What follows belongs to an exercise in optimizing a design on an open flow for small area; a production flow would make more cautious choices. In this exercise RTL edits were held to simulation tests only and were not proved equivalent to the original. No driver is modelled on the clock port, so clocking that relies on it looks cheaper here than on a real chip. No activity file was given, so power comes from the tool's default toggle rates.

== exp/lagoon ==
Design bms_frame_codec, start of the top module:
module bms_frame_codec (
    input  wire        clk,
    input  wire        rst,
    input  wire        op_valid,
    output wire        op_ready,
    input  wire [7:0]  op_code,
    input  wire [31:0] op_arg,
    input  wire        hin_valid,
    output wire        hin_ready,
    input  wire [7:0]  hin_data,
    output wire        res_valid,
    input  wire        res_ready,
    output wire [3:0]  res_code,
    output wire [31:0] res_data,
    output wire        hout_valid,
    input  wire        hout_ready,
    output wire [7:0]  hout_data,
    output wire        tx_valid,
    input  wire        tx_ready,
    output wire [7:0]  tx_data,
    input  wire        rx_valid,
    output wire        rx_ready,
    input  wire        rx_tmo,
    input  wire [7:0]  rx_data
);
For scale: ~2100 flip-flops, ~47000 um2 of cells after synthesis.
Settings: LEC_CHECK=0, CAP_MARGIN=20, CORE_MARGIN=2, CORE_UTILIZATION=50, PLACE_DENSITY=0.9, SLEW_MARGIN=20; clock period 10.0 ns.
standard.sh (not shown) runs the stock make flow with config.mk's settings and CLKGATE_MAP_FILE= SYNTH_SCRIPT=/design/flow/synth_recipe.tcl, a recipe that flattens the netlist after the stock synthesis.
==> flow/flow/run.sh <==
#!/bin/bash
# Standard ORFS layout (the standard.sh), with these changes:
#  - port buffers: buf_1 cells;
#  - clock tree: clkbuf_16 buffers, no dummy loads, and the sink clustering
#    picked from a few candidates: after placement each candidate tree is
#    built on the placed design, and the one adding the least area whose
#    worst flip-flop clock-pin slew (placement parasitics) is at most
#    SLEW_CAP ns is used for the real clock tree;
#  - after global routing, cells on paths with positive slack are downsized
#    (RECOVER_POWER=100).
set -euo pipefail
BUF="BUFFER_PORTS_ARGS=-buffer_cell sky130_fd_sc_hd__buf_1"
BASE="-sink_clustering_enable -repair_clock_nets -dont_use_dummy_load -buf_list sky130_fd_sc_hd__clkbuf_16"
SLEW_CAP=0.118
RES=orfs/results/$FLOW_PLATFORM/bms_frame_codec/base

bash standard.sh "$BUF" place > flow_place.log 2>&1

CANDS=("-sink_clustering_size 34 -sink_clustering_max_diameter 80"
       "-sink_clustering_size 32 -sink_clustering_max_diameter 80"
       "-sink_clustering_size 32 -sink_clustering_max_diameter 60"
       "-sink_clustering_size 30 -sink_clustering_max_diameter 80"
       "-sink_clustering_size 28 -sink_clustering_max_diameter 100"
       "-sink_clustering_size 24 -sink_clustering_max_diameter 60")
pids=()
for i in "${!CANDS[@]}"; do
  TRIAL_DB=$RES/3_place.odb TRIAL_SDC=$RES/3_place.sdc TRIAL_CTS_ARGS="$BASE ${CANDS[$i]}" \
    openroad -no_init -threads 1 -exit flow/cts_trial.tcl > flow_cts_trial_$i.log 2>&1 &
  pids+=($!)
  if (( ${#pids[@]} >= NUM_CORES )); then wait "${pids[0]}" || true; pids=("${pids[@]:1}"); fi
done
wait || true

best=""; best_area=""
for i in "${!CANDS[@]}"; do
  r=$(grep -h "^TRIAL_RESULT" flow_cts_trial_$i.log | tail -1 || true)
  [[ -z "$r" ]] && continue
  area=$(echo "$r" | awk '{print $2}'); slew=$(echo "$r" | awk '{print $3}')
  echo "candidate $i: ${CANDS[$i]} area $area slew $slew" >> flow_cts_pick.log
  if awk -v s="$slew" -v c="$SLEW_CAP" 'BEGIN{exit !(s <= c)}'; then
    if [[ -z "$best" ]] || awk -v a="$area" -v b="$best_area" 'BEGIN{exit !(a < b)}'; then
      best=$i; best_area=$area
    fi
  fi
done
[[ -z "$best" ]] && best=$(( ${#CANDS[@]} - 1 ))
echo "picked $best: ${CANDS[$best]}" >> flow_cts_pick.log

bash standard.sh "$BUF" "CTS_ARGS=$BASE ${CANDS[$best]}" RECOVER_POWER=100 finish > flow_make.log 2>&1
Other scripts of this flow, unchanged in this note and not shown: flow/flow/cts_trial.tcl
exp/lagoon finished every stage; the final checks, however, were not passed, the failures being max-capacitance violations, max-slew violations.
Here is what was changed in the inputs of exp/maple compared with exp/lagoon.
diff --git a/flow/flow/run.sh b/flow/flow/run.sh
--- a/flow/flow/run.sh
+++ b/flow/flow/run.sh
@@ -6,7 +6,5 @@
 #    built on the placed design, and the one adding the least area whose
 #    worst flip-flop clock-pin slew (placement parasitics) is at most
-#    SLEW_CAP ns is used for the real clock tree;
-#  - after global routing, cells on paths with positive slack are downsized
-#    (RECOVER_POWER=100).
+#    SLEW_CAP ns is used for the real clock tree.
 set -euo pipefail
 BUF="BUFFER_PORTS_ARGS=-buffer_cell sky130_fd_sc_hd__buf_1"
@@ -47,3 +45,3 @@
 echo "picked $best: ${CANDS[$best]}" >> flow_cts_pick.log
 
-bash standard.sh "$BUF" "CTS_ARGS=$BASE ${CANDS[$best]}" RECOVER_POWER=100 finish > flow_make.log 2>&1
+bash standard.sh "$BUF" "CTS_ARGS=$BASE ${CANDS[$best]}" finish > flow_make.log 2>&1
Notes after the runs:
exp/maple: full flow OK, the timing, design-rule and antenna checks passed. The lower combinational power of exp/lagoon and exp/maple is in exp/lagoon. Of exp/lagoon and exp/maple, exp/lagoon shows the higher signal arrival time at the worst endpoint, with exp/maple below it. ~same final non-filler cell area in exp/lagoon and exp/maple. Compared with exp/lagoon, exp/maple shows a length of the first detailed-routing pass in iterations that is 1 lower. Compared with exp/lagoon, exp/maple shows a share of the cycle needed by the critical path after routing that is 7.7 points lower.

static timing again, ports no longer ideal:
The results above use ideal ports. As a check the final layouts listed here were re-extracted and re-timed, cells and wires unchanged.
Step 1: set_driving_cell puts a clkbuf_16 on clk and a buf_2 on each other input, an assumption about the parent block.
Step 2 moves the port delays by t, midway between the first and last clock arrival at a register: inputs arrive t later, outputs are due t later. That takes back most of the time a late clock gives input paths.
Slacks: ideal / step 1 / step 2; pairs: ideal / step 1.
run	t, ns	setup WS [ns]	clock arrival spread, ns	worst register clock-pin slew, ns	worst slew at a driven data input, ns
exp/lagoon	0.682	3.754 / 3.747 / 3.568	0.094 / 0.093	0.12 / 0.12	0.19
exp/maple	0.681	4.525 / 4.462 / 4.227	0.092 / 0.091	0.12 / 0.12	0.19
For exp/maple, which loses most, drivers alone change the setup slack by -0.063 ns; drivers and shift together by -0.298 ns.
